Source: an optimization exercise on an open RTL-to-GDS flow (aim: small area). Production flows keep margins and buffers that such runs may drop. Function was checked by simulation only, so behaviour that the tests miss may differ from the original. Power is estimated from default activity; no workload was simulated.

==> design/flow/design.v <==
module ir_pulse_encoder (
    input  wire        clk,
    input  wire        rst,           
    input  wire        cmd_valid,
    output wire        cmd_ready,
    input  wire [31:0] cmd_data,
    output wire        rsp_valid,
    output wire [2:0]  rsp_code,
    output wire        pay_req,
    output wire [15:0] pay_addr,
    input  wire        pay_ack,
    input  wire [7:0]  pay_data,
    output wire        drv_valid,
    output wire [31:0] drv_q0,
    output wire [31:0] drv_q1,
    output wire [31:0] drv_q2,
    input  wire        drv_done,
    input  wire        drv_fault
);
    localparam [4:0] S_W0    = 5'd8,
                     S_CHECK = 5'd9,
                     S_PRD   = 5'd10,
                     S_PACK  = 5'd11,
                     S_END   = 5'd12,
                     S_FLT   = 5'd13,
                     S_RING  = 5'd16,
                     S_DRV   = 5'd24;
    localparam [2:0] N_HM = 3'd0, N_FREQ = 3'd1, N_BM = 3'd2, N_W1 = 3'd3,
                     N_HS = 3'd4, N_OS = 3'd5, N_ZS = 3'd6, N_GAP = 3'd7;
    reg [4:0]  s;
    reg [2:0]  c;                
    reg        illegal;
    reg        order;
    reg [7:0]  duty;
    reg [31:0] r0, r1, r2, r3, r4, r5, r6, r7;
    reg [15:0] addr;             
    reg [2:0]  bcnt;             
    wire       pos_clr;          
    wire       pos_inc;          
    wire [2:0] idx      = s[2:0];
    wire       in_load  = (s[4:3] == 2'b00);
    wire       in_ring  = (s[4:3] == 2'b10);
    wire       in_drv   = (s[4:3] == 2'b11);
    wire       at_slot  = (c == idx);
    wire       at_w1    = (c == N_BM);           
    wire       bytes_done = (addr == ~r6[15:0]);
    wire       last_iter  = (r6[31:16] == 16'hFFFF);
    assign cmd_ready = (s == S_W0) || (in_load && at_slot);
    wire take = cmd_valid && cmd_ready;
    wire at_freq  = (c == N_FREQ);              
    wire bad_freq = (r7 == 32'hFFFFFFFF);
    wire bad_duty = (duty > 8'd100);
    wire refuse   = illegal | bad_freq | bad_duty;
    assign rsp_valid = ((s == S_CHECK) && at_freq && refuse) ||
                       ((s == S_END) && at_w1 && last_iter) || (s == S_FLT);
    assign rsp_code  = (s == S_CHECK) ? (illegal  ? 3'd5 :
                                         bad_freq ? 3'd1 : 3'd2) :
                       (s == S_FLT)   ? 3'd4 : 3'd0;
    assign pay_req  = (s == S_PRD);
    assign pay_addr = addr;
    wire is_hm   = (idx == N_HM);
    wire is_bm   = (idx == N_BM);
    wire is_mark = ~idx[0] & ~idx[2];            
    assign drv_valid = in_ring && at_slot && !(is_bm && bytes_done);
    assign drv_q0    = {is_mark, 23'd0, duty & {8{is_mark}}};
    assign drv_q1    = ~r7;
    assign drv_q2    = (~r6 & {32{is_hm}}) | (~r0 & {32{is_bm}});
    wire [2:0] bpos    = order ? bcnt : ~bcnt;
    wire       pay_bit = pay_data[bpos];
    wire next_iter = (s == S_END) && at_w1 && !last_iter;
    assign pos_clr = ((s == S_CHECK) && at_freq) || ((s == S_END) && at_w1);
    assign pos_inc = in_drv && drv_done && !drv_fault && (idx == N_OS || idx == N_ZS);
    always @(posedge clk) begin
        {addr, bcnt} <= pos_clr ? 19'd0 : {addr, bcnt} + {18'd0, pos_inc};
    end
    always @(posedge clk) begin
        r0 <= (in_load && at_slot && cmd_valid) ? ~cmd_data : r7;
        r1 <= r0;
        r2 <= r1;
        r3 <= r2;
        r4 <= r3;
        r5 <= r4;
        r6 <= r5;
        r7 <= {r6[31:16] + {15'd0, next_iter}, r6[15:0]};
    end
    always @(posedge clk) begin
        if (rst) begin
            s <= S_W0;
            c <= 3'd0;
        end else begin
            c <= c + 3'd1;
            case (s)
            S_W0: if (cmd_valid) begin
                illegal <= (cmd_data[31:24] != 8'h01) || (cmd_data[23:9] != 15'd0);
                order   <= cmd_data[8];
                duty    <= cmd_data[7:0];
                s       <= {2'b00, N_W1};
            end
            S_CHECK: if (at_freq) s <= refuse ? S_W0 : S_RING + N_HM;
            S_PRD: s <= S_PACK;
            S_PACK: if (pay_ack) s <= pay_bit ? S_RING + N_OS : S_RING + N_ZS;
            S_END: if (at_w1) s <= last_iter ? S_W0 : S_RING + N_HM;
            S_FLT: s <= S_W0;
            default: begin
                if (in_load) begin
                    if (take) begin
                        case (idx)
                        N_W1:  s <= {2'b00, N_FREQ};
                        N_FREQ: s <= {2'b00, N_HM};
                        N_HM:  s <= {2'b00, N_HS};
                        N_HS:  s <= {2'b00, N_BM};
                        N_BM:  s <= {2'b00, N_OS};
                        N_OS:  s <= {2'b00, N_ZS};
                        N_ZS:  s <= {2'b00, N_GAP};
                        default: s <= S_CHECK;
                        endcase
                    end
                end else if (in_ring) begin
                    if (at_slot) s <= (is_bm && bytes_done) ? S_RING + N_GAP
                                                            : S_DRV + {2'b00, idx};
                end else if (in_drv) begin
                    if (drv_done) begin
                        if (drv_fault) s <= S_FLT;
                        else case (idx)
                        N_HM:  s <= S_RING + N_HS;
                        N_HS:  s <= S_RING + N_BM;
                        N_BM:  s <= S_PRD;
                        N_GAP: s <= S_END;
                        default: s <= S_RING + N_BM;   
                        endcase
                    end
                end else begin
                    s <= S_W0;
                end
            end
            endcase
        end
    end
endmodule
==> design/flow/flow/run.sh <==
#!/bin/bash
# Own layout flow: the standard ORFS flow (standard.sh, with the standard flow's
# synthesis script synth_recipe.tcl, floorplan, power grid, placement and
# routing) with these knobs:
#  - ABC maps the logic with an area-oriented script (flow/abc_map.script:
#    &nf with a relaxed delay target) instead of ORFS's delay-oriented
#    abc_speed.script. ORFS picks the script from $SCRIPTS_DIR, so the flow
#    runs on a copy of ORFS's scripts folder in which only abc_speed.script
#    is replaced. Registers are mapped before ABC runs and are untouched.
#    A register Yosys leaves unnamed gets a numbered name that depends on the
#    cell count, so the flow first runs the standard synthesis unchanged and
#    gives each register its name from there (flow/match_names.py);
#  - the port buffers are the smallest buffer, sky130_fd_sc_hd__buf_1;
#  - constant outputs share one tie cell (no tie fanout repair);
set -euo pipefail
here=$(pwd)
results="$here/orfs/results/$FLOW_PLATFORM/ir_pulse_encoder/base"

# reference: the standard synthesis, for the register names
bash standard.sh synth > standard_synth.log 2>&1
cp "$results/1_2_yosys.v" "$here/reference_yosys.v"
rm -rf "$here/orfs"

rm -rf "$here/orfs_scripts"
cp -r --preserve=mode "$FLOW_HOME/scripts" "$here/orfs_scripts"
cp "$here/flow/abc_map.script" "$here/orfs_scripts/abc_speed.script"
CTS="-sink_clustering_enable -repair_clock_nets -dont_use_dummy_load"
CTS="$CTS -buf_list sky130_fd_sc_hd__clkbuf_4"
CTS="$CTS -sink_clustering_size 10 -sink_clustering_max_diameter 35"
knobs=("SCRIPTS_DIR=$here/orfs_scripts"
       "BUFFER_PORTS_ARGS=-buffer_cell sky130_fd_sc_hd__buf_1"
       "SKIP_REPAIR_TIE_FANOUT=1"
       "CTS_ARGS=$CTS")

bash standard.sh "${knobs[@]}" "$results/1_2_yosys.v" > standard_flow_synth.log 2>&1
python3 "$here/flow/match_names.py" "$here/reference_yosys.v" "$results/1_2_yosys.v" > match_names.log 2>&1
bash standard.sh "${knobs[@]}" finish > standard_flow.log 2>&1
==> design/flow/flow/abc_map.script <==
&get -n
&st
&b
&dch
&nf -R 1000
&st
&dch
&nf -R 1000 -p
&put
==> design/flow/flow/match_names.py <==
#!/usr/bin/env python3
"""Give the registers of a Yosys netlist the instance names that the standard
synthesis gave them.

usage: match_names.py REFERENCE.v NETLIST.v

Both netlists come from the same RTL through the same Yosys script, except for
the ABC script that maps the logic. A register that Yosys leaves without a
name of its own gets an auto-generated name (_123_) whose number depends on how
many cells ABC made, so it can differ between the two. Each register of
NETLIST.v is matched to the register of REFERENCE.v that drives the same Q net
and, where the names differ, takes the reference name; a logic cell that
already holds that name is renamed out of the way. NETLIST.v is rewritten in
place.
"""
import re
import sys

CELL = re.compile(r'^(\s*)(sky130_fd_sc_hd__\w+)\s+(\\\S+\s|\S+)\s*\(', re.M)


def cells(text):
    """(type, name, start, end-of-name, Q net or None) for each cell."""
    out = []
    for m in CELL.finditer(text):
        end = text.index(');', m.end())
        q = re.search(r'\.Q\(([^()]*)\)', text[m.end():end])
        qnet = q.group(1).strip() if q else None
        out.append((m.group(2), m.group(3).strip(), m.start(3), m.end(3), qnet))
    return out


def is_reg(cell_type):
    return '__df' in cell_type or '__edf' in cell_type


def main():
    ref_text = open(sys.argv[1]).read()
    text = open(sys.argv[2]).read()
    ref = {q: name for t, name, _, _, q in cells(ref_text) if is_reg(t) and q}
    mine = cells(text)
    used = {name for _, name, _, _, _ in mine}
    renames = {}
    for t, name, _, _, q in mine:
        if is_reg(t) and q in ref and ref[q] != name:
            renames[name] = ref[q]
    if not renames:
        print('match_names: all register names already match')
        return
    targets = set(renames.values())
    # move any other cell holding a target name out of the way
    for t, name, _, _, _ in mine:
        if name in targets and name not in renames:
            new = name.rstrip('_') + '_m_'
            while new in used or new in targets:
                new = new.rstrip('_') + 'm_'
            renames[name] = new
            used.add(new)
    pieces, pos = [], 0
    for t, name, s, e, _ in mine:
        if name in renames:
            pieces.append(text[pos:s])
            new = renames[name]
            pieces.append(new + (' ' if new.startswith('\\') else ''))
            pos = e
    pieces.append(text[pos:])
    open(sys.argv[2], 'w').write(''.join(pieces))
    for old, new in sorted(renames.items()):
        print('match_names: %s -> %s' % (old, new))


if __name__ == '__main__':
    main()
==> design/flow/standard.sh <==
#!/bin/bash
# synth_recipe.tcl (not shown) runs the flow's synth.tcl, then flattens the netlist and writes it again
# the make line also repeats each setting of config.mk as NAME=value (left out here)
make -C /OpenROAD-flow-scripts/flow DESIGN_CONFIG=/design/flow/config.mk WORK_HOME=/design/flow/orfs CLKGATE_MAP_FILE= SYNTH_SCRIPT=/design/flow/synth_recipe.tcl "${@:-finish}"
==> design/flow/config.mk <==
export PLATFORM = sky130hd
export DESIGN_NAME = ir_pulse_encoder
export DESIGN_NICKNAME = ir_pulse_encoder
export VERILOG_FILES = /design/flow/design.v
export SDC_FILE = /design/flow/constraint.sdc
export NUM_CORES = 4
export LEC_CHECK = 0
export CAP_MARGIN = 20
export CORE_MARGIN = 2
export CORE_UTILIZATION = 65
export PLACE_DENSITY = 0.75
export SLEW_MARGIN = 20
==> design/flow/constraint.sdc <==
create_clock -name core_clock -period 5.0 [get_ports {clk}]
set_input_delay 1.0000 -clock core_clock [delete_from_list [all_inputs] [get_ports {clk}]]
set_output_delay 1.0000 -clock core_clock [all_outputs]
set_load 0.01 [all_outputs]
==> impl_metrics.ini, run 1 <==
[place]
dpl.cell_count = 1003
place_area_um2 = 8950
gp_congestion = 0.892
hpwl_mm = 12.5
port_buffers = 141

[setup_path]
worstSetupEndpointType = primary output
cp_max_fo = 17
required_ns = 4.00
arrival_ns = 2.88
cp-start-kind = register
crit_type = register to primary output

[floorplanning]
ios = 165
rows = 41
die_h_um = 117
die_w_um = 117
start_util_pct = 66.4
die_area_um2 = 13800
coreArea_um2 = 12600

[global_route]
grtUsageTotal_pct = 26.2
antenna_found_initial = 0
grt_first_pass_wirelength_mm = 28.3
grt_start_max_net_pins = 66
grt.overflow.total = 0
grt_pass1_vias = 5609

[layout]
nets = 924
diodes = 0
final_core_util_pct = 73.5
area_growth_syn_to_layout_pct = 10.7
final_area_um2 = 9240
instances_no_fill = 1041
drive_above_1_share_pct = 5.18

[timing]
tightest_slew_ns = 0.956
fin_hold_ws_ns = 0.274
rsz0062_at_grt = false
finalCriticalPeriod_ns = 3.88
post-route-period-util_pct = 77.5
drv_slew = 0
final-setup-viol-count = 0
slew_headroom_pct = 36.3
max_freq_mhz = 258
clock-skew-final_ns = 0.100
hold_violations = 0
totalNegativeSetupSlack_ns = 0

[synth]
synthCells = 709
seq_area_frac_synth_pct = 71.4
syn_area_um2 = 8350
synth_area_leaders = dfxtp_1, edfxtp_1, o22ai_1
ys.flop_type = dfxtp_1
yosys_warnings = 1
yosysTopAreaCellShare_pct = 67.8
ys_top_cells_by_count = dfxtp_1, nand2_1, o21ai_0
synth_enable_flop_cells = 10
yosysMostFrequentCell = dfxtp_1
async_flop_share_pct = 0
synth-seq-cells = 293
synth_top_area_cell = dfxtp_1
syn_nets = 762
ys_types = 42
synth.avg_cell_area_um2 = 11.8

[cts]
cts_root_buf = clkbuf_4
cts_made_buffers = 38
clkSinkCount = 293
cts_max_level = 2
post_cts_buffers = 0
worstSkewPairLatency_ns = 0.63
cts_tree = yes
cts-hold-fix-buffers = 0
clk_pin_slew_ns = 0.09
clk_path_buf_depth = 3
cts_resized = 0

[routing]
wl_mm = 17.8
drtIter0Drc = 443
drt.antenna.violating_nets = 0
routed_via_density = 5.43
wl_per_cell_um = 17.1
vias = 5657
drc = 0
first_pass_iters = 4

[power_and_ir_drop]
p_leak_uw = 0.00346
power.switching_uw = 1910
p_seq_share_pct = 60.9
power-per-cell-area_nw_per_um2 = 632
ir_drop_v = 0.000428
p_clk_share_pct = 17.3
p_int_uw = 3930
combPwrFrac_pct = 21.8
power_switching_share_pct = 32.7

[outcome]
status = complete, no violations

[hold_path]
holdCritPathClass = register to register

[run]
maxCapViolCount = 0
[flip-flops by register name, summed over array words and instances (netlist names), 32 cells and up, named ones only]
name	flops
r4	32
r0	32
r1	32
r7	32
r3	32
r5	32
r6	32
r2	32
[critical path: stages, from the launching register on]
cell and delay [ns]:
dfxtp_1 0.50, nor2_1 0.60, nand2_1 0.19, nor2_1 0.14, nand4_1 0.10, nor4_1 0.20, nand4_1 0.21, nand2_1 0.16
nor2_1 0.05, buf_1 0.13
[power by group through the flow]
stage / combinational [µW] / clock, µW / sequential, µW
after floorplan: 824 / 0 / 3430
after global placement: 1250 / 0 / 3560
after detailed placement: 1270 / 0 / 3600
after CTS: 1280 / 1040 / 3560
after global routing: 1410 / 1140 / 3640
final: 1270 / 1010 / 3560
[layer usage]
| layer | part of all wire (%) | vias up | track usage (%) |
|---|---|---|---|
| met5 | 0 | - | 0 |
| met4 | 2.2 | 0 | 9.41 |
| met3 | 7.0 | 32 | 7.25 |
| met2 | 46 | 210 | 40.9 |
| met1 | 45 | 2676 | 35.2 |
| li1 | - | 2739 | - |
[worst paths after layout]
check	start	endpoint	slack, ns	cells after the start
worst min-delay path	r1[3]$_DFF_P_	r2[3]$_DFF_P_	0.27	0
worst min register to register	r1[3]$_DFF_P_	r2[3]$_DFF_P_	0.27	0
worst max-delay path	s[0]$_SDFFE_PP0P_	drv_valid	1.12	9
worst max register to register	s[0]$_SDFFE_PP0P_	addr[15]$_SDFF_PP0_	1.77	14
[through the flow]
| step | power [µW] | setup WS, ns |
|---|---|---|
| 6_report | 5840 | 1.12 |
| 5_1_grt | 6180 | 0.855 |
| 4_1_cts | 5880 | 1.10 |
| 3_5_place_dp | 4870 | 1.46 |
| 3_3_place_gp | 4810 | 1.61 |
| 2_1_floorplan | 4250 | 1.90 |
[cells by family (layout without fill, tap and decap cells)]
kind of cell | count (synthesis) | in the layout | share of synthesized area [%]
AND/OR/NAND/NOR | 198 | 198 | 11.7
adder cells (fa/ha/maj) | 7 | 7 | 1.05
buffers and inverters | 60 | 220 | 3.78
other | 1 | 1 | 0.0449
flip-flops | 293 | 293 | 71.4
AO/OA/AOI/OAI | 118 | 118 | 8.48
multiplexers | 2 | 2 | 0.390
XOR/XNOR | 30 | 30 | 3.15
[cell type report]
class / count / area [µm²]
Multi-Input combinational cell: 356 / 2070
Tap cell: 172 / 215
Fill cell: 930 / 3330
Inverter: 36 / 135
Timing Repair Buffer: 146 / 567
Sequential cell: 293 / 5970
Clock buffer: 38 / 285
[layout by cell type (no fill, tap or decap), drive strengths merged, types with 2 or more instances in the layout]
cell    netlist  final
a211oi        2      2
a21oi        19     19
a221o         2      2
a221oi        2      2
a311oi        2      2
a31oi         4      4
and2         12     12
and3         10     10
and4          2      2
buf          24    146
clkbuf        0     38
clkinv       36     36
dfxtp       283    283
edfxtp       10     10
ha            7      7
nand2        55     55
nand2b        5      5
nand3        14     14
nand4        16     16
nor2         39     39
nor2b         9      9
nor3         21     21
nor3b         2      2
nor4          9      9
o211ai        3      3
o21a          2      2
o21ai        40     40
o221ai        2      2
o22ai        35     35
xnor2        22     22
xor2          8      8
==> inputs of run 2 (changes only) <==
==> design/flow/flow/abc_map.script (replaced) <==
&get -n
&st
&dch
&nf -R 1000
&st
&dch
&nf -R 1000 -p
&put
==> run 2 against run 1 <==
Net effect: clock skew decreased by 0.015 ns; fmax decreased by 8.8%; largest power group unchanged; clock power about the same; critical path depth decreased by 3; critical endpoint unchanged.
==> impl_metrics.ini, run 2 <==
[outcome]
status = complete, no violations

[synth]
synth.avg_cell_area_um2 = 11.9
yosys_warnings = 1
yosysTopAreaCellShare_pct = 67.7
async_flop_share_pct = 0
syn_nets = 757
ys_top_cells_by_count = dfxtp_1, nand2_1, o21ai_0
ys.flop_type = dfxtp_1
ys_types = 42
yosysMostFrequentCell = dfxtp_1
synthCells = 704
synth_top_area_cell = dfxtp_1
synth_enable_flop_cells = 10
synth-seq-cells = 293
syn_area_um2 = 8370
synth_area_leaders = dfxtp_1, edfxtp_1, o22ai_1
seq_area_frac_synth_pct = 71.3

[place]
port_buffers = 141
dpl.cell_count = 997
gp_congestion = 0.865
hpwl_mm = 12.5
place_ws_ns = 1.28

[cts]
cts-hold-fix-buffers = 0
cts_tree = yes
cts_root_buf = clkbuf_4
cts_max_level = 2
clkSinkCount = 293
clk_pin_slew_ns = 0.10
clk_path_buf_depth = 3
post_cts_buffers = 0
cts_resized = 0
worstSkewPairLatency_ns = 0.61
cts_made_buffers = 37

[power_and_ir_drop]
power.switching_uw = 1880
ir_drop_v = 0.000457
p_clk_share_pct = 17.3
combPwrFrac_pct = 21.7
p_seq_share_pct = 61.0
p_int_uw = 3920
p_leak_uw = 0.00359
power-per-cell-area_nw_per_um2 = 627
power_switching_share_pct = 32.4

[floorplanning]
die_w_um = 117
start_util_pct = 66.3
ios = 165
coreArea_um2 = 12600
die_area_um2 = 13800
rows = 41
die_h_um = 117

[timing]
totalNegativeSetupSlack_ns = 0
timing.final.ws_setup_ns = 0.753
post-route-period-util_pct = 84.9
rsz0062_at_grt = false
drv_slew = 0
final-setup-viol-count = 0
max_freq_mhz = 235
clock-skew-final_ns = 0.0856
slew_headroom_pct = 51.0
tightest_slew_ns = 0.734
finalCriticalPeriod_ns = 4.25
hold_violations = 0

[setup_path]
crit_type = register to primary output
r2r-start = s[1]$_SDFFE_PP0P_
reg2reg_slack_ns = 1.76
ff2ff_path_depth = 14
worstSetupEndpointType = primary output
cp-start-kind = register
required_ns = 4.00
cp_max_fo = 13
r2r-end = addr[15]$_SDFF_PP0_
arrival_ns = 3.25

[hold_path]
holdCritPathClass = register to register
hold_depth = 0
holdPathEnd = r4[18]$_DFF_P_
min_from = r3[18]$_DFF_P_

[layout]
instances_no_fill = 1034
drive_above_1_share_pct = 4.99
final_cell_mix = dfxtp_1, buf_1, nand2_1, o21ai_0, clkbuf_4
nets = 917
area_growth_syn_to_layout_pct = 10.5
diodes = 0
layout_commonest_cell = dfxtp_1

[routing]
wl_per_cell_um = 17.0
drt.antenna.violating_nets = 0
drc = 0
drtIter0Drc = 322
first_pass_iters = 5
vias = 5595
routed_via_density = 5.41
wl_mm = 17.5

[global_route]
grt_first_pass_wirelength_mm = 27.6
antenna_found_initial = 0
grt.overflow.total = 0
grt_start_max_net_pins = 66
grt_pass1_vias = 5474
grtUsageTotal_pct = 25.3

[run]
maxCapViolCount = 0
run 2: cells by family (layout without fill, tap and decap cells):
group           count (synthesis)  in the layout  synth area share [%]
xor+xnor                       32             32                  3.35
compound gates                119            119                  8.43
other cells                     1              1                0.0448
simple gates                  192            192                  11.8
buf+inv                        58            216                  3.68
mux                             2              2                 0.389
fa+ha+maj                       7              7                  1.05
flops                         293            293                  71.3
run 2: how the worst max path moves through the flow:
stage | start | endpoint | slack (ns) | depth (start not counted)
3_3_place_gp | drv_fault | addr[15]$_SDFF_PP0_ | 1.45 | 14
2_1_floorplan | s[2]$_SDFFE_PP0P_ | drv_valid | 1.22 | 5
4_1_cts | s[2]$_SDFFE_PP0P_ | drv_valid | 0.76 | 6
5_1_grt | s[2]$_SDFFE_PP0P_ | drv_valid | 0.58 | 6
6_report | s[2]$_SDFFE_PP0P_ | drv_valid | 0.75 | 6
3_5_place_dp | drv_fault | addr[15]$_SDFF_PP0_ | 1.28 | 14
run 2: critical path, stage by stage, from the launching register on:
cell     delay [ns]
dfxtp_1        0.42
nor2_1         0.60
nand2_1        0.16
or4_1          0.54
or4_1          0.63
and3_1         0.23
buf_1          0.12
run 2: metal layers:
metal,vias to the layer above,GRT usage (%),share of wire [%]
met1,2646,33.8,45
met2,192,40.1,47
met4,0,10.4,2.2
met3,35,5.86,5.8
met5,-,0,0
li1,2722,-,-
run 2: stage by stage:
step	total power [µW]	hold slack [ns]	util, %	instance area [µm²]
floorplan	4240	0.310	-	8370
global placement	4780	0.310	71.1	8970
detailed placement	4830	0.312	71.1	8970
CTS	5830	0.305	73.3	9250
global route	6120	0.310	73.3	9250
finish	5790	0.301	73.3	9250
run 2: cell type report:
class	count	area [µm²]
repair buffers	145	559
clock buffers	37	278
multi-input cells	353	2100
inverters	34	128
fillers	938	3370
well taps	172	215
flip-flops and latches	293	5970
run 2: power groups by stage:
stage	Sequential, µW	Clock (µW)	Combinational (µW)
global route	3620	1120	1380
floorplan	3430	0	817
global placement	3540	0	1240
finish	3530	1000	1260
detailed placement	3580	0	1260
CTS	3540	1030	1260
==> inputs of run 3 (changes only) <==
--- a/design/flow/config.mk
+++ b/design/flow/config.mk
@@ -7,6 +7,6 @@
 export LEC_CHECK = 0
 export CAP_MARGIN = 20
 export CORE_MARGIN = 2
-export CORE_UTILIZATION = 65
-export PLACE_DENSITY = 0.75
+export CORE_UTILIZATION = 80
+export PLACE_DENSITY = 0.88
 export SLEW_MARGIN = 20
==> run 3 against run 2 <==
Net effect: final area down 0.51%; clock skew is 0.016 ns lower; register-to-register slack worse by 0.31 ns; total power grew 3.7%; still clean; largest cell class unchanged; via count increased by 12%; hold slack better by 0.012 ns; routed wire length rose by 28%; sequential power increased by 3%; critical path depth unchanged; die area is 18% lower.
==> impl_metrics.ini, run 3 <==
[outcome]
status = complete, no violations

[setup_path]
crit_type = register to primary output
slowest_stage = or4_1
crit_buf_inv = 1
cp-start-kind = register
crit_path_frequent_cell = or4_1
worstSetupEndpointType = primary output
cp_max_fo = 13
crit_chain = nor2_1, nand2_1, or4_1, or4_1, and3_1, buf_1
crit_family = simple AND/OR/NAND/NOR gates
arrival_ns = 3.28
slowest_delay_ns = 0.62
required_ns = 4.00
reg2reg_slack_ns = 1.45

[synth]
synth_enable_flop_cells = 10
yosysTopAreaCellShare_pct = 67.7
yosys_warnings = 1
ys_types = 42
yosysMostFrequentCell = dfxtp_1
synthCells = 704
synth_area_leaders = dfxtp_1, edfxtp_1, o22ai_1
async_flop_share_pct = 0
synth_top_area_cell = dfxtp_1
ys_top_cells_by_count = dfxtp_1, nand2_1, o21ai_0
syn_area_um2 = 8370
ys.flop_type = dfxtp_1
seq_area_frac_synth_pct = 71.3
synth.avg_cell_area_um2 = 11.9
synth-seq-cells = 293
syn_nets = 757

[floorplanning]
die_w_um = 106
rows = 37
ios = 165
start_util_pct = 81.8
die_area_um2 = 11300
coreArea_um2 = 10200
die_h_um = 106

[power_and_ir_drop]
power.switching_uw = 2100
ir_drop_v = 0.000520
combPwrFrac_pct = 22.7
p_seq_share_pct = 60.2
fin_total_pwr_uw = 6010
power-per-cell-area_nw_per_um2 = 653
power_switching_share_pct = 34.9
p_int_uw = 3910
p_clk_share_pct = 17.2
p_leak_uw = 0.00359

[place]
hpwl_mm = 14.0
place_area_um2 = 8920
gp_congestion = 0.920
port_buffers = 141
dpl.cell_count = 961

[global_route]
grt_start_max_net_pins = 66
grtUsageTotal_pct = 40.4
grt_first_pass_wirelength_mm = 34.4
grtUsageMet1_pct = 47.6
met2_usage_pct = 67.5
antenna_found_initial = 2
grt.met3_usage_pct = 11.2
grt_pass1_vias = 6341
grt.busiest_layer = met2
grt.overflow.total = 0

[timing]
finalCriticalPeriod_ns = 4.28
drv_slew = 0
max_freq_mhz = 233
final-setup-viol-count = 0
rsz0062_at_grt = false
tightest_slew_ns = 0.764
hold_violations = 0
fin_hold_ws_ns = 0.313
totalNegativeSetupSlack_ns = 0
post-route-period-util_pct = 85.7
slew_headroom_pct = 49.1
clock-skew-final_ns = 0.0693

[cts]
cts_made_buffers = 36
post_cts_buffers = 0
cts_resized = 0
clkSinkCount = 293
cts_max_level = 2
cts-hold-fix-buffers = 0
clk_path_buf_depth = 3
clk_pin_slew_ns = 0.11
worstSkewPairLatency_ns = 0.58
cts_tree = yes
cts_root_buf = clkbuf_4

[layout]
final_cell_mix = dfxtp_1, buf_1, nand2_1, o21ai_0, clkbuf_4
drive_above_1_share_pct = 4.88
final_area_um2 = 9200
nets = 916
instances_no_fill = 999
area_growth_syn_to_layout_pct = 9.91
layout_commonest_cell = dfxtp_1

[hold_path]
holdCritPathClass = register to register

[routing]
drc = 0
wl_mm = 22.5
drt.antenna.violating_nets = 0
vias = 6259
drtIter0Drc = 524
first_pass_iters = 7
routed_via_density = 6.27
wl_per_cell_um = 22.5

[run]
maxCapViolCount = 0
run 3: cell counts after synthesis:
Identical to the previous run, type by type.
run 3: metal layers:
metal  up-vias  part of all wire, %
li1       2716                    -
met1      2946                   35
met2       494                   50
met4         0                  5.1
met3       103                   10
met5         -                    0
run 3: final timing paths:
path | start | to | depth (start not counted)
max | s[2]$_SDFFE_PP0P_ | drv_valid | 6
min | r5[10]$_DFF_P_ | r6[10]$_DFF_P_ | 0
max reg2reg | s[1]$_SDFFE_PP0P_ | addr[15]$_SDFF_PP0_ | 14
min reg2reg | r5[10]$_DFF_P_ | r6[10]$_DFF_P_ | 0
run 3: worst register-to-register path: cells and delay by family, from the launching register on:
kind,cells,cell delay [ns]
compound gates,2,0.21
fa+ha+maj,2,0.45
flops,1,0.58
simple gates,10,2.26
run 3: final cells by class:
class	count	area, µm²
clock buffer	36	270
tap	136	170
antenna	2	5.00
inverter	34	128
multi-input combinational	353	2100
timing repair buffer	145	559
sequential	293	5970
fill	383	1030
run 3: through the flow:
| stage | utilization, % | setup slack, ns |
|---|---|---|
| after floorplan | - | 1.22 |
| after global placement | 87.2 | 1.47 |
| after detailed placement | 87.2 | 1.21 |
| after CTS | 89.9 | 0.745 |
| after global routing | 89.9 | 0.528 |
| final | 89.9 | 0.717 |
run 3: power by group through the flow:
stage | Sequential (µW) | Clock, µW | Combinational (µW)
detailed placement | 3600 | 0 | 1300
CTS | 3590 | 1030 | 1340
floorplan | 3430 | 0 | 817
global route | 3660 | 1120 | 1460
global placement | 3540 | 0 | 1220
finish | 3620 | 1030 | 1360
run 3: kinds of logic after synthesis:
group	count (synthesis)	synth area share (%)
flip-flops	293	71.3
AND/OR/NAND/NOR	192	11.8
AO/OA/AOI/OAI	119	8.43
buffers and inverters	58	3.68
XOR/XNOR	32	3.35
adder cells (fa/ha/maj)	7	1.05
multiplexers	2	0.389
other	1	0.0448
==> inputs of run 4 (changes only) <==
--- a/design/flow/design.v
+++ b/design/flow/design.v
@@ -47,8 +47,8 @@
     wire       last_iter  = (r6[31:16] == 16'hFFFF);
     assign cmd_ready = (s == S_W0) || (in_load && at_slot);
     wire take = cmd_valid && cmd_ready;
-    wire at_freq  = (c == N_FREQ);              
-    wire bad_freq = (r7 == 32'hFFFFFFFF);
+    wire at_freq  = at_w1;                       
+    wire bad_freq = (r0 == 32'hFFFFFFFF);
     wire bad_duty = (duty > 8'd100);
     wire refuse   = illegal | bad_freq | bad_duty;
     assign rsp_valid = ((s == S_CHECK) && at_freq && refuse) ||
--- a/design/flow/config.mk
+++ b/design/flow/config.mk
@@ -7,6 +7,6 @@
 export LEC_CHECK = 0
 export CAP_MARGIN = 20
 export CORE_MARGIN = 2
-export CORE_UTILIZATION = 80
-export PLACE_DENSITY = 0.88
+export CORE_UTILIZATION = 65
+export PLACE_DENSITY = 0.75
 export SLEW_MARGIN = 20
==> run 4 against run 3 <==
Net effect: via count down 11%; die area up 22%; synthesized area down 0.42%; utilization down 17 points; fmax up 8.9%; critical endpoint unchanged; first-iteration DRC count down 32%; critical path depth up 3; highest routed layer unchanged.
==> impl_metrics.ini, run 4 <==
[floorplanning]
die_h_um = 117
ios = 165
start_util_pct = 66.3
rows = 41
die_w_um = 117
coreArea_um2 = 12600
die_area_um2 = 13700

[global_route]
grt.overflow.total = 0
grtUsageMet1_pct = 33.9
grt_pass1_vias = 5316
grt_start_max_net_pins = 66
grt.busiest_layer = met2
grt.met3_usage_pct = 5.51
grt_first_pass_wirelength_mm = 26.3
met2_usage_pct = 40.7
antenna_found_initial = 0
grtUsageTotal_pct = 25.3

[timing]
clock-skew-final_ns = 0.0697
final-setup-viol-count = 0
post-route-period-util_pct = 78.7
tightest_slew_ns = 0.678
slew_headroom_pct = 54.8
rsz0062_at_grt = false
totalNegativeSetupSlack_ns = 0
drv_slew = 0
hold_violations = 0
finalCriticalPeriod_ns = 3.93
max_freq_mhz = 254

[layout]
final_cell_mix = dfxtp_1, buf_1, nand2_1, clkbuf_4
fill_cells = 897
layout_commonest_cell = dfxtp_1
area_growth_syn_to_layout_pct = 10.6
drive_above_1_share_pct = 5.00
nets = 914
diodes = 0

[power_and_ir_drop]
ir_drop_v = 0.000430
p_leak_uw = 0.00350
fin_total_pwr_uw = 5860
power-per-cell-area_nw_per_um2 = 636

[cts]
cts_root_buf = clkbuf_4
post_cts_buffers = 0
clk_path_buf_depth = 3
worstSkewPairLatency_ns = 0.60
cts_tree = yes
cts_made_buffers = 37
clk_pin_slew_ns = 0.10
cts_max_level = 2
cts-hold-fix-buffers = 0
cts_resized = 0
clkSinkCount = 293

[place]
gp_congestion = 0.912
hpwl_mm = 12.0
port_buffers = 141

[synth]
ys_top_cells_by_count = dfxtp_1, nand2_1, clkinv_1, nor2_1, o21ai_0
synth.avg_cell_area_um2 = 11.9
yosys_warnings = 1
synth_top_area_cell = dfxtp_1
syn_area_um2 = 8330
syn_nets = 753
synth_enable_flop_cells = 10
synthCells = 701
yosysMostFrequentCell = dfxtp_1
seq_area_frac_synth_pct = 71.6
ys.flop_type = dfxtp_1
synth_area_leaders = dfxtp_1, edfxtp_1, o22ai_1
ys_types = 43
synth-seq-cells = 293
yosysTopAreaCellShare_pct = 68.0
async_flop_share_pct = 0

[setup_path]
crit_type = register to primary output
cp-start-kind = register
arrival_ns = 2.93
cp_max_fo = 6
required_ns = 4.00
worstSetupEndpointType = primary output

[routing]
wl_per_cell_um = 16.3
vias = 5556
drt.antenna.violating_nets = 0
drtIter0Drc = 356
wl_mm = 16.8
routed_via_density = 5.38
drc = 0
first_pass_iters = 9

[outcome]
status = complete, no violations

[hold_path]
holdCritPathClass = register to register

[run]
maxCapViolCount = 0
## run 4: cell count changes in the layout (fill, tap and decap cells not counted), moves of 4 or more
cell	change
xnor2_1	+7
nor2_1	+7
a21oi_1	-4
xor2_1	-5
## run 4: area by class of cell
cell class              instances  area, µm²  area share (%)
flip-flops and latches        293       5970            64.7
multi-input cells             348       2050            22.3
repair buffers                146        567            6.15
clock buffers                  37        278            3.01
well taps                     172        215            2.34
inverters                      36        135            1.47
## run 4: cells by family (layout without fill, tap and decap cells)
| group | Yosys count | after routing | synth area share (%) |
|---|---|---|---|
| mux | 2 | 2 | 0.390 |
| flops | 293 | 293 | 71.6 |
| other cells | 1 | 1 | 0.0450 |
| fa+ha+maj | 6 | 6 | 0.901 |
| xor+xnor | 34 | 34 | 3.57 |
| buf+inv | 60 | 219 | 3.78 |
| compound gates | 111 | 111 | 8.02 |
| simple gates | 194 | 194 | 11.7 |
## run 4: per-stage QoR
stage / cells / cell area [µm²] / util, % / hold WS (ns) / worst slack (ns)
detailed placement: 995 / 8940 / 71.1 / 0.312 / 1.36
floorplan: 701 / 8330 / - / 0.310 / 1.75
global placement: 995 / 8940 / 71.1 / 0.310 / 1.43
global route: 1032 / 9210 / 73.3 / 0.303 / 0.766
CTS: 1032 / 9210 / 73.3 / 0.302 / 1.07
finish: 1032 / 9210 / 73.3 / 0.313 / 1.07
## run 4: worst paths after layout
path | startpoint | endpoint | slack, ns | cells past startpoint
setup / recovery | addr[0]$_SDFF_PP0_ | drv_valid | 1.07 | 9
hold / removal | r0[5]$_DFF_P_ | r1[5]$_DFF_P_ | 0.31 | 0
setup reg to reg | s[1]$_SDFFE_PP0P_ | addr[15]$_SDFF_PP0_ | 1.76 | 15
hold reg to reg | r0[5]$_DFF_P_ | r1[5]$_DFF_P_ | 0.31 | 0
## run 4: power by group
| group | switching, µW | internal, µW | leakage [µW] |
|---|---|---|---|
| logic | 816 | 462 | 0.000928 |
| registers | 427 | 3170 | 0.00240 |
| clock network | 648 | 343 | 0.000170 |
## run 4: critical path, cell delays in order (launching register included)
cell and delay (ns):
dfxtp_1 0.46, xnor2_1 0.12, a221oi_1 0.25, nand3_1 0.11, nor4_1 0.31, nand4_1 0.16
nor4_1 0.50, nand2b_1 0.24, nor2_1 0.06, buf_1 0.13
## run 4: metal layers
metal  part of all wire (%)  up-vias
li1                       -     2711
met1                     44     2611
met2                     48      200
met3                    5.8       34
met4                    2.1        0
met5                      0        -
==> inputs of run 5 (changes only) <==
==> design/flow/flow/abc_map.script (replaced) <==
&get -n
&st
&dch
&nf -R 1000 -C 32 -F 8
&st
&dch
&nf -R 1000 -p -C 32 -F 8
&put
==> run 5 against run 4 <==
Net effect: hold slack got worse by 0.045 ns; register-to-register slack improved by 0.08 ns; flip-flop and latch count unchanged; global-route usage fell by 0.50 points; total power barely moved; critical path depth is the same.
==> impl_metrics.ini, run 5 <==
[timing]
hold_violations = 0
slew_headroom_pct = 49.2
max_freq_mhz = 260
finalCriticalPeriod_ns = 3.84
clock-skew-final_ns = 0.0939
timing.final.ws_setup_ns = 1.16
final-setup-viol-count = 0
post-route-period-util_pct = 76.8
tightest_slew_ns = 0.758
rsz0062_at_grt = false
drv_slew = 0
totalNegativeSetupSlack_ns = 0

[layout]
final_cell_mix = dfxtp_1, buf_1, nand2_1, clkbuf_4, clkinv_1
diodes = 0
layout_commonest_cell = dfxtp_1
area_growth_syn_to_layout_pct = 10.7
final_core_util_pct = 73.3
nets = 913
drive_above_1_share_pct = 5.12
instances_no_fill = 1031

[place]
place_ws_ns = 1.44
dpl.cell_count = 993
port_buffers = 141
gp_congestion = 0.888
hpwl_mm = 12.1

[synth]
seq_area_frac_synth_pct = 71.7
synth_xor_area_share_pct = 3.58
syn_nets = 752
synth_compound_area_share_pct = 7.98
synthCells = 700
synth_area_leaders = dfxtp_1, edfxtp_1, o22ai_1
async_flop_share_pct = 0
syn_area_um2 = 8320
synth-seq-cells = 293
synth_top_area_cell = dfxtp_1
synth-simple-area-share_pct = 11.6
synth.avg_cell_area_um2 = 11.9
ys_types = 45
yosys_warnings = 1
ys_top_cells_by_count = dfxtp_1, nand2_1, clkinv_1
synth_top_family_by_area = simple AND/OR/NAND/NOR gates
synth-adder-area-share_pct = 0.902
synth.area.mux_share_pct = 0.391
ys.flop_type = dfxtp_1
yosysMostFrequentCell = dfxtp_1
yosysTopAreaCellShare_pct = 68.1
synth_enable_flop_cells = 10

[floorplanning]
die_area_um2 = 13700
die_w_um = 117
ios = 165
die_h_um = 117
start_util_pct = 66.2
rows = 41
coreArea_um2 = 12600

[routing]
first_pass_iters = 5
drc = 0
wl_per_cell_um = 16.6
drtIter0Drc = 351
drt.antenna.violating_nets = 0
vias = 5531
wl_mm = 17.1
routed_via_density = 5.36

[hold_path]
holdCritPathClass = register to register

[global_route]
grtUsageTotal_pct = 24.8
antenna_found_initial = 0
grt_first_pass_wirelength_mm = 25.8
grt_pass1_vias = 5330
grt.overflow.total = 0
grt_start_max_net_pins = 65

[run]
maxCapViolCount = 0

[setup_path]
required_ns = 4.00
arrival_ns = 2.84
cp_max_fo = 6
cp-start-kind = register
worstSetupEndpointType = primary output
crit_type = register to primary output

[outcome]
status = complete, no violations

[cts]
clk_pin_slew_ns = 0.10
cts_tree = yes
cts-hold-fix-buffers = 0
clkSinkCount = 293
cts_root_buf = clkbuf_4
cts_made_buffers = 38
cts_max_level = 2
clk_path_buf_depth = 3
worstSkewPairLatency_ns = 0.60
post_cts_buffers = 0
cts_resized = 0

[power_and_ir_drop]
ir_drop_v = 0.000352
power-per-cell-area_nw_per_um2 = 636
p_leak_uw = 0.00351
-- run 5: logic make-up after synthesis --
family	Yosys count
and+or+nand+nor	191
DFF	293
xor gates and xnor gates	34
buffers and inverters	61
muxes	2
AOI/OAI and AO/OA	112
adders and majority gates	6
other	1
-- run 5: worst paths after layout --
path | startpoint | end | slack (ns) | cells after the start
min reg2reg | r1[17]$_DFF_P_ | r2[17]$_DFF_P_ | 0.27 | 0
max reg2reg | s[0]$_SDFFE_PP0P_ | addr[15]$_SDFF_PP0_ | 1.84 | 15
max | addr[0]$_SDFF_PP0_ | drv_valid | 1.16 | 9
min | r1[17]$_DFF_P_ | r2[17]$_DFF_P_ | 0.27 | 0
-- run 5: layer usage --
layer	up-vias	share of wire (%)	global-route usage, %	wire length (µm)
li1	2693	-	-	-
met1	2608	44	32.3	7570
met2	200	48	40.5	8160
met3	30	6.3	6.75	1080
met4	0	1.8	8.24	307
met5	-	0	0	0
-- run 5: final cells by class --
cell class,instances,area [µm²]
timing repair buffer,145,559
tap,172,215
multi-input combinational,346,2050
fill,916,3360
clock buffer,38,285
inverter,37,139
sequential,293,5970
-- run 5: per-stage QoR --
stage / power (µW) / area, µm² / hold WS (ns)
after global routing: 6200 / 9210 / 0.265
final: 5860 / 9210 / 0.268
after floorplan: 4290 / 8320 / 0.310
after detailed placement: 4870 / 8920 / 0.312
after CTS: 5880 / 9210 / 0.276
after global placement: 4800 / 8920 / 0.310
-- run 5: worst max-delay path, stage by stage (launching register included) --
cell and delay [ns]:
dfxtp_1 0.46, xnor2_1 0.14, a221oi_1 0.23, nand3_1 0.12
nor4_1 0.30, nand4_1 0.20, nor4_1 0.43, nand2b_1 0.22
nor2_1 0.05, buf_1 0.12
-- run 5: power breakdown --
part	switching, µW	internal, µW	total [µW]
Clock	669	352	1020
Sequential	436	3160	3600
Combinational	784	453	1240
Total	1890	3970	5860
==> inputs of run 6 (changes only) <==
--- a/design/flow/flow/run.sh
+++ b/design/flow/flow/run.sh
@@ -26,7 +26,7 @@
 cp "$here/flow/abc_map.script" "$here/orfs_scripts/abc_speed.script"
 CTS="-sink_clustering_enable -repair_clock_nets -dont_use_dummy_load"
 CTS="$CTS -buf_list sky130_fd_sc_hd__clkbuf_4"
-CTS="$CTS -sink_clustering_size 10 -sink_clustering_max_diameter 35"
+CTS="$CTS -sink_clustering_size 12 -sink_clustering_max_diameter 35"
 knobs=("SCRIPTS_DIR=$here/orfs_scripts"
        "BUFFER_PORTS_ARGS=-buffer_cell sky130_fd_sc_hd__buf_1"
        "SKIP_REPAIR_TIE_FANOUT=1"
==> run 6 against run 5 <==
Net effect: still clean on timing, DRC and antenna; highest routed layer unchanged; worst setup slack improved by 0.071 ns; final cell count decreased by 0.29%; die area unchanged; first-iteration DRC count increased by 6.8%; register-to-register slack got worse by 0.03 ns; fmax increased by 1.9%; via count decreased by 0.58%.
==> impl_metrics.ini, run 6 <==
[cts]
clkSinkCount = 293
clk_path_buf_depth = 3
cts-hold-fix-buffers = 0
post_cts_buffers = 0
cts_tree = yes
worstSkewPairLatency_ns = 0.62
cts_made_buffers = 35
cts_resized = 0
clk_pin_slew_ns = 0.11
cts_max_level = 2
cts_root_buf = clkbuf_4

[setup_path]
crit_path_frequent_cell = nor4_1
reg2reg_slack_ns = 1.81
crit_buf_inv = 1
required_ns = 4.00
crit_chain = xnor2_1, a221oi_1, nand3_1, nor4_1, nand4_1, nor4_1, nand2b_1, nor2_1, buf_1
slowest_stage = dfxtp_1
worstSetupEndpointType = primary output
cp_max_fo = 6
arrival_ns = 2.77
critical_path_cell_count = 9
crit_family = simple AND/OR/NAND/NOR gates
slowest_delay_ns = 0.44
ff2ff_path_depth = 15
cp-start-kind = register
crit_type = register to primary output

[place]
dpl.cell_count = 993
port_buffers = 141
gp_congestion = 0.888
hpwl_mm = 12.1

[layout]
diodes = 0
layout_commonest_cell = dfxtp_1
area_growth_syn_to_layout_pct = 10.4
nets = 910
multi_input_comb_area_um2 = 2050
drive_above_1_share_pct = 4.79
fill_cells = 921
instances_no_fill = 1028
seq_area_um2 = 5970
final_cell_mix = dfxtp_1, buf_1, nand2_1, clkinv_1

[synth]
seq_area_frac_synth_pct = 71.7
ys.flop_type = dfxtp_1
synth_area_leaders = dfxtp_1, edfxtp_1, o22ai_1
synth-seq-cells = 293
synth.avg_cell_area_um2 = 11.9
ys_top_cells_by_count = dfxtp_1, nand2_1, clkinv_1
yosysMostFrequentCell = dfxtp_1
async_flop_share_pct = 0
syn_nets = 752
synthCells = 700
yosysTopAreaCellShare_pct = 68.1
syn_area_um2 = 8320
ys_types = 45
yosys_warnings = 1
synth_top_area_cell = dfxtp_1
synth_enable_flop_cells = 10

[timing]
post-route-period-util_pct = 75.4
fin_hold_ws_ns = 0.290
rsz0062_at_grt = false
tightest_slew_ns = 0.758
finalCriticalPeriod_ns = 3.77
final-setup-viol-count = 0
slew_headroom_pct = 49.3
totalNegativeSetupSlack_ns = 0
hold_violations = 0
clock-skew-final_ns = 0.0854
max_freq_mhz = 265
drv_slew = 0

[routing]
drc = 0
vias = 5499
wl_mm = 17.2
drtIter0Drc = 375
routed_via_density = 5.35
first_pass_iters = 5
wl_per_cell_um = 16.8
drt.antenna.violating_nets = 0

[hold_path]
hold_depth = 0
holdCritPathClass = register to register

[global_route]
grt.overflow.total = 0
grtUsageTotal_pct = 25.0
grt_first_pass_wirelength_mm = 25.7
grt_start_max_net_pins = 65
grt_pass1_vias = 5238
antenna_found_initial = 0

[power_and_ir_drop]
ir_drop_v = 0.000364
power-per-cell-area_nw_per_um2 = 634
p_leak_uw = 0.00350

[outcome]
status = complete, no violations

[floorplanning]
start_util_pct = 66.2
die_area_um2 = 13700
ios = 165
die_h_um = 117
rows = 41
die_w_um = 117
coreArea_um2 = 12600

[run]
maxCapViolCount = 0
run 6: cell families (layout without fill, tap and decap cells):
| family | count (synthesis) | count (layout) | synth area share [%] |
|---|---|---|---|
| and+or+nand+nor | 191 | 191 | 11.6 |
| xor gates and xnor gates | 34 | 34 | 3.58 |
| buffers and inverters | 61 | 217 | 3.83 |
| muxes | 2 | 2 | 0.391 |
| other | 1 | 1 | 0.0450 |
| DFF | 293 | 293 | 71.7 |
| adders and majority gates | 6 | 6 | 0.902 |
| AOI/OAI and AO/OA | 112 | 112 | 7.98 |
run 6: worst reg2reg max path, cell delays in order (launching register included):
cell and delay, ns:
dfxtp_1 0.59, nand2_1 0.17, nand2_1 0.10, nor2_1 0.06
and3_1 0.19, ha_1 0.19, ha_1 0.22, and3_1 0.19
and3_1 0.22, and4_1 0.21, and2_0 0.18, and3_1 0.21
and3_1 0.19, and2_0 0.18, and3_1 0.18, nor3_1 0.11
run 6: per-stage QoR:
step           setup WS (ns)  util [%]  instance area [µm²]  total power [µW]
5_1_grt                 1.03      73.1                 9190              6160
3_5_place_dp            1.44      71.0                 8920              4870
4_1_cts                 1.17      73.1                 9180              5850
3_3_place_gp            1.50      71.0                 8920              4800
6_report                1.23      73.1                 9190              5820
2_1_floorplan           1.74         -                 8320              4290
run 6: area by class of cell:
cell class,instances,area share (%)
multi-input cells,346,22.3
clock buffers,35,2.86
well taps,172,2.34
inverters,37,1.51
flip-flops and latches,293,64.9
repair buffers,145,6.09
run 6: path summary, 6_finish.rpt:
| kind | endpoint | start |
|---|---|---|
| worst max-delay path | drv_valid | addr[0]$_SDFF_PP0_ |
| worst min-delay path | r3[24]$_DFF_P_ | r2[24]$_DFF_P_ |
| worst max register to register | addr[15]$_SDFF_PP0_ | s[1]$_SDFFE_PP0P_ |
| worst min register to register | r3[24]$_DFF_P_ | r2[24]$_DFF_P_ |
run 6: per-layer routing:
layer	routed length [µm]	track usage, %
met1	7700	32.4
met2	8090	40.3
met3	1010	6.28
met4	425	10.7
met5	0	0
run 6: where the power goes:
part	switching (µW)	total, µW	internal [µW]	leakage (µW)
clock network	661	986	325	0.000161
registers	435	3600	3160	0.00240
logic	788	1240	453	0.000936
==> inputs of run 7 (changes only) <==
--- a/design/flow/flow/run.sh
+++ b/design/flow/flow/run.sh
@@ -26,7 +26,7 @@
 cp "$here/flow/abc_map.script" "$here/orfs_scripts/abc_speed.script"
 CTS="-sink_clustering_enable -repair_clock_nets -dont_use_dummy_load"
 CTS="$CTS -buf_list sky130_fd_sc_hd__clkbuf_4"
-CTS="$CTS -sink_clustering_size 12 -sink_clustering_max_diameter 35"
+CTS="$CTS -sink_clustering_size 11 -sink_clustering_max_diameter 40"
 knobs=("SCRIPTS_DIR=$here/orfs_scripts"
        "BUFFER_PORTS_ARGS=-buffer_cell sky130_fd_sc_hd__buf_1"
        "SKIP_REPAIR_TIE_FANOUT=1"
==> run 7 against run 6 <==
Net effect: highest routed layer unchanged; hold slack improved by 0.0020 ns; worst setup slack got worse by 0.00082 ns; clock skew decreased by 0.018 ns; first-iteration DRC count decreased by 5.9%.
==> impl_metrics.ini, run 7 <==
[outcome]
status = complete, no violations

[global_route]
grt.overflow.total = 0
grt_pass1_vias = 5269
grt_first_pass_wirelength_mm = 25.8
grtUsageTotal_pct = 25.0
grt_start_max_net_pins = 65
antenna_found_initial = 0

[cts]
clk_path_buf_depth = 3
cts_resized = 0
post_cts_buffers = 0
cts_root_buf = clkbuf_4
cts_made_buffers = 35
clkSinkCount = 293
worstSkewPairLatency_ns = 0.61
cts_tree = yes
clk_pin_slew_ns = 0.10
cts_max_level = 2
cts-hold-fix-buffers = 0

[layout]
drive_above_1_share_pct = 4.79
fill_cells = 926
instances_no_fill = 1028
final_cell_mix = dfxtp_1, buf_1, nand2_1, clkinv_1
layout_commonest_cell = dfxtp_1
area_growth_syn_to_layout_pct = 10.4
final_area_um2 = 9190
diodes = 0
nets = 910

[synth]
syn_area_um2 = 8320
synth.avg_cell_area_um2 = 11.9
synth_area_leaders = dfxtp_1, edfxtp_1, o22ai_1
ys.flop_type = dfxtp_1
synthCells = 700
seq_area_frac_synth_pct = 71.7
synth_enable_flop_cells = 10
yosys_warnings = 1
async_flop_share_pct = 0
ys_top_cells_by_count = dfxtp_1, nand2_1, clkinv_1
yosysMostFrequentCell = dfxtp_1
syn_nets = 752
synth-seq-cells = 293
yosysTopAreaCellShare_pct = 68.1
ys_types = 45
synth_top_area_cell = dfxtp_1

[run]
maxCapViolCount = 0

[timing]
hold_violations = 0
slew_headroom_pct = 48.3
totalNegativeSetupSlack_ns = 0
final-setup-viol-count = 0
max_freq_mhz = 265
tightest_slew_ns = 0.772
clock-skew-final_ns = 0.0675
drv_slew = 0
finalCriticalPeriod_ns = 3.77
rsz0062_at_grt = false
fin_hold_ws_ns = 0.292
post-route-period-util_pct = 75.4

[place]
port_buffers = 141
dpl.cell_count = 993
hpwl_mm = 12.1
place_area_um2 = 8920
gp_congestion = 0.888

[setup_path]
slowest_delay_ns = 0.45
crit_path_frequent_cell = nor4_1
required_ns = 4.00
crit_buf_inv = 1
slowest_stage = dfxtp_1
worstSetupEndpointType = primary output
arrival_ns = 2.77
crit_type = register to primary output
cp-start-kind = register
cp_max_fo = 6
crit_chain = xnor2_1, a221oi_1, nand3_1, nor4_1, nand4_1, nor4_1, nand2b_1, nor2_1, buf_1
crit_family = simple AND/OR/NAND/NOR gates

[routing]
met3_length_mm = 1.01
drtIter0Drc = 353
first_pass_iters = 6
drc = 0
wl_met1_mm = 7.65
wl_mm = 17.2
drt.antenna.violating_nets = 0
vias = 5522
routed_via_density = 5.37
top_layer = met4
wl_per_cell_um = 16.7
routed-wl-met2_mm = 8.14

[power_and_ir_drop]
ir_drop_v = 0.000353
p_int_uw = 3940
combPwrFrac_pct = 21.3
p_clk_share_pct = 17.0
power_switching_share_pct = 32.3
p_leak_uw = 0.00350
power-per-cell-area_nw_per_um2 = 634
p_seq_share_pct = 61.8
power.switching_uw = 1880

[floorplanning]
rows = 41
die_h_um = 117
start_util_pct = 66.2
ios = 165
die_area_um2 = 13700
coreArea_um2 = 12600
die_w_um = 117

[hold_path]
holdCritPathClass = register to register
-- run 7: cell counts after synthesis --
No cell type changed its count.
-- run 7: metal layers --
metal / vias to the layer above / global-route usage [%]
li1: 2684 / -
met2: 194 / 40.2
met5: - / 0
met3: 43 / 6.18
met4: 0 / 10.3
met1: 2601 / 32.7
-- run 7: final cells by class --
cell class	instances	area, µm²	share of cell area, %
Sequential cell	293	5970	64.9
Tap cell	172	215	2.34
Inverter	37	139	1.51
Clock buffer	35	263	2.86
Timing Repair Buffer	145	559	6.09
Multi-Input combinational cell	346	2050	22.3
-- run 7: power by group through the flow --
| stage | registers, µW | logic (µW) | clock network, µW |
|---|---|---|---|
| after floorplan | 3470 | 818 | 0 |
| after global placement | 3590 | 1210 | 0 |
| after detailed placement | 3640 | 1230 | 0 |
| after CTS | 3600 | 1240 | 1020 |
| after global routing | 3680 | 1380 | 1110 |
| final | 3600 | 1240 | 988 |
-- run 7: cells by family after synthesis --
family / synth area share [%]
buffers and inverters: 3.83
other: 0.0450
and+or+nand+nor: 11.6
AOI/OAI and AO/OA: 7.98
adders and majority gates: 0.902
xor gates and xnor gates: 3.58
muxes: 0.391
DFF: 71.7
-- run 7: final timing paths --
path	slack [ns]	cells past startpoint	start	to
max	1.23	9	addr[0]$_SDFF_PP0_	drv_valid
min	0.29	0	r3[21]$_DFF_P_	r4[21]$_DFF_P_
max reg2reg	1.79	15	s[1]$_SDFFE_PP0P_	addr[15]$_SDFF_PP0_
min reg2reg	0.29	0	r3[21]$_DFF_P_	r4[21]$_DFF_P_
-- run 7: metrics by stage --
stage | util, % | total power, µW | worst slack, ns
floorplan | - | 4290 | 1.74
global placement | 71.0 | 4800 | 1.50
detailed placement | 71.0 | 4870 | 1.44
CTS | 73.1 | 5860 | 1.17
global route | 73.1 | 6170 | 1.04
finish | 73.1 | 5820 | 1.23
==> inputs of run 8 (changes only) <==
--- a/design/flow/design.v
+++ b/design/flow/design.v
@@ -29,7 +29,6 @@
                      N_HS = 3'd4, N_OS = 3'd5, N_ZS = 3'd6, N_GAP = 3'd7;
     reg [4:0]  s;
     reg [2:0]  c;                
-    reg        illegal;
     reg        order;
     reg [7:0]  duty;
     reg [31:0] r0, r1, r2, r3, r4, r5, r6, r7;
@@ -37,6 +36,10 @@
     reg [2:0]  bcnt;             
     wire       pos_clr;          
     wire       pos_inc;          
+    wire       illegal = bcnt[0];
+    wire       take_w0 = (s == S_W0) && cmd_valid;
+    wire       w0_illegal = (cmd_data[31:24] != 8'h01) || (cmd_data[23:9] != 15'd0);
+    wire [18:0] pos_next = pos_clr ? 19'd0 : {addr, bcnt} + {18'd0, pos_inc};
     wire [2:0] idx      = s[2:0];
     wire       in_load  = (s[4:3] == 2'b00);
     wire       in_ring  = (s[4:3] == 2'b10);
@@ -71,7 +74,7 @@
     assign pos_clr = ((s == S_CHECK) && at_freq) || ((s == S_END) && at_w1);
     assign pos_inc = in_drv && drv_done && !drv_fault && (idx == N_OS || idx == N_ZS);
     always @(posedge clk) begin
-        {addr, bcnt} <= pos_clr ? 19'd0 : {addr, bcnt} + {18'd0, pos_inc};
+        {addr, bcnt} <= {pos_next[18:1], take_w0 ? w0_illegal : pos_next[0]};
     end
     always @(posedge clk) begin
         r0 <= (in_load && at_slot && cmd_valid) ? ~cmd_data : r7;
@@ -91,7 +94,6 @@
             c <= c + 3'd1;
             case (s)
             S_W0: if (cmd_valid) begin
-                illegal <= (cmd_data[31:24] != 8'h01) || (cmd_data[23:9] != 15'd0);
                 order   <= cmd_data[8];
                 duty    <= cmd_data[7:0];
                 s       <= {2'b00, N_W1};
==> run 8 against run 7 <==
Net effect: first-iteration DRC count up 27%; die area down 0.20%; total power about the same; flip-flop and latch count down 1; synthesized area down 0.21%; synthesized cell count up 0.86%.
==> impl_metrics.ini, run 8 <==
[outcome]
status = complete, no violations

[cts]
clk_path_buf_depth = 3
post_cts_buffers = 0
worstSkewPairLatency_ns = 0.61
cts_tree = yes
clkSinkCount = 292
cts_resized = 0
clk_pin_slew_ns = 0.11
cts-hold-fix-buffers = 0
cts_root_buf = clkbuf_4
cts_max_level = 2
cts_made_buffers = 35

[routing]
wl_per_cell_um = 16.7
first_pass_iters = 6
vias = 5564
drtIter0Drc = 450
wl_mm = 17.3
drt.antenna.violating_nets = 0
routed_via_density = 5.38
drc = 0

[hold_path]
holdCritPathClass = register to register

[synth]
synthCells = 706
yosys_warnings = 1
ys_top_cells_by_count = dfxtp_1, nand2_1, nor2_1
syn_nets = 758
seq_area_frac_synth_pct = 71.5
async_flop_share_pct = 0
yosysTopAreaCellShare_pct = 68.2
synth-seq-cells = 292
ys.flop_type = dfxtp_1
synth_area_leaders = dfxtp_1, edfxtp_1, o22ai_1
syn_area_um2 = 8310
ys_types = 43
synth.avg_cell_area_um2 = 11.8
yosysMostFrequentCell = dfxtp_1
synth_enable_flop_cells = 9
synth_top_area_cell = dfxtp_1

[floorplanning]
die_w_um = 117
die_h_um = 117
rows = 41
start_util_pct = 66.1
ios = 165
coreArea_um2 = 12600
die_area_um2 = 13700

[place]
gp_congestion = 0.979
place_area_um2 = 8900
dpl.cell_count = 999
port_buffers = 141
hpwl_mm = 12.2

[power_and_ir_drop]
power.switching_uw = 1900
power-per-cell-area_nw_per_um2 = 636
p_seq_share_pct = 61.3
p_int_uw = 3930
power_switching_share_pct = 32.6
ir_drop_v = 0.000427
p_leak_uw = 0.00347
p_clk_share_pct = 17.0
combPwrFrac_pct = 21.7

[setup_path]
crit_type = register to primary output
cp_max_fo = 13
cp-start-kind = register
worstSetupEndpointType = primary output
arrival_ns = 3.24
required_ns = 4.00

[global_route]
grt_start_max_net_pins = 65
antenna_found_initial = 1
grt_pass1_vias = 5429
grt.overflow.total = 0
grt_first_pass_wirelength_mm = 26.5
grtUsageTotal_pct = 25.3

[timing]
tightest_slew_ns = 0.767
post-route-period-util_pct = 84.8
final-setup-viol-count = 0
max_freq_mhz = 236
totalNegativeSetupSlack_ns = 0
slew_headroom_pct = 48.6
clock-skew-final_ns = 0.0643
drv_slew = 0
rsz0062_at_grt = false
finalCriticalPeriod_ns = 4.24
hold_violations = 0

[layout]
drive_above_1_share_pct = 4.64
final_cell_mix = dfxtp_1, buf_1, nand2_1, nor2_1, o21ai_0
nets = 916
instances_no_fill = 1035
final_area_um2 = 9170
layout_commonest_cell = dfxtp_1
area_growth_syn_to_layout_pct = 10.3

[run]
maxCapViolCount = 0
[run 8: cell count changes after synthesis, sizes merged, moves of 2 or more]
cell	delta
nor2	+9
o21ai	+5
a21oi	-3
and3	-3
nand4	+3
nor3	+3
a211oi	-2
nand2b	-2
nand3	-2
nor3b	+2
nor4	-2
[run 8: worst paths after layout]
kind,from,to,slack [ns],cells past startpoint
worst max register to register,s[1]$_SDFFE_PP0P_,addr[15]$_SDFF_PN0_,1.51,15
worst min register to register,r2[0]$_DFF_P_,r3[0]$_DFF_P_,0.27,0
worst min-delay path,r2[0]$_DFF_P_,r3[0]$_DFF_P_,0.27,0
worst max-delay path,s[0]$_SDFFE_PP0P_,drv_valid,0.76,7
[run 8: cell families (layout without fill, tap and decap cells)]
logic type,Yosys count,after routing,share of synthesized area (%)
compound gates,113,113,7.97
xor+xnor,33,33,3.48
fa+ha+maj,6,6,0.904
buf+inv,60,216,3.80
flops,292,292,71.5
mux,3,3,0.527
other cells,1,2,0.0451
simple gates,198,198,11.8
[run 8: power groups by stage]
stage	registers [µW]	logic [µW]	clock network, µW
floorplan	3450	835	0
global placement	3580	1230	0
detailed placement	3610	1260	0
CTS	3570	1270	1020
global route	3650	1410	1110
finish	3570	1270	989
[run 8: cell type report]
class | instances | area [µm²]
well taps | 172 | 215
clock buffers | 35 | 263
inverters | 36 | 135
fillers | 933 | 3400
repair buffers | 145 | 559
multi-input cells | 354 | 2060
flip-flops and latches | 292 | 5940
diodes | 1 | 2.50
[run 8: per-stage QoR]
step	util (%)	total power, µW	setup WS [ns]	hold slack (ns)
after floorplan	-	4290	1.42	0.310
after global placement	70.8	4810	1.30	0.310
after detailed placement	70.8	4870	1.11	0.312
after CTS	72.9	5860	0.742	0.270
after global routing	72.9	6170	0.485	0.267
final	72.9	5830	0.762	0.269
[run 8: per-layer routing]
layer,vias up,wire length [µm],track usage (%)
met1,2617,7430,32.9
met2,203,8340,41.8
li1,2700,-,-
met5,-,0,0
met3,44,1130,5.36
met4,0,405,9.65
[run 8: worst max-delay path: stages (launching register included)]
cell	delay, ns
dfxtp_1	0.44
nor2_1	0.55
nand2_1	0.15
or4_1	0.55
nor4_1	0.50
nor2b_1	0.15
nor2b_1	0.17
buf_1	0.13

## port drivers added, routing unchanged
Ports are ideal in the flow. The routed layouts listed here were re-timed in OpenROAD. Step 1 sets driving cells, clkbuf_16 on the clock port and buf_2 on the other inputs (assumed; they add their load-dependent delay and slew). Step 2, shift: input delay + t, output delay - t, t = (earliest + latest rising clock arrival at the registers) / 2. This alone moves slack from input paths to output paths. Slacks: no drivers / after step 1 / after step 2; pairs: no drivers / after step 1.
run	shift t [ns]	setup slack, ns	latest minus earliest clock arrival (ns)	slew at the worst register clock pin (ns)	pins driven straight from the clock port
run 1	0.609	1.125 / 1.089 / 1.417	0.105 / 0.104	0.11 / 0.11	1
run 2	0.607	0.753 / 0.717 / 1.303	0.086 / 0.085	0.11 / 0.11	1
run 3	0.591	0.717 / 0.677 / 1.020	0.070 / 0.069	0.11 / 0.11	1
run 4	0.597	1.066 / 1.031 / 1.369	0.070 / 0.070	0.10 / 0.10	1
run 5	0.586	1.158 / 1.124 / 1.463	0.094 / 0.094	0.10 / 0.10	1
run 6	0.617	1.228 / 1.193 / 1.476	0.085 / 0.085	0.12 / 0.12	1
run 7	0.607	1.228 / 1.192 / 1.458	0.067 / 0.067	0.11 / 0.11	1
run 8	0.613	0.762 / 0.728 / 1.087	0.064 / 0.065	0.12 / 0.12	1
After both steps setup and hold are still met in every run listed.
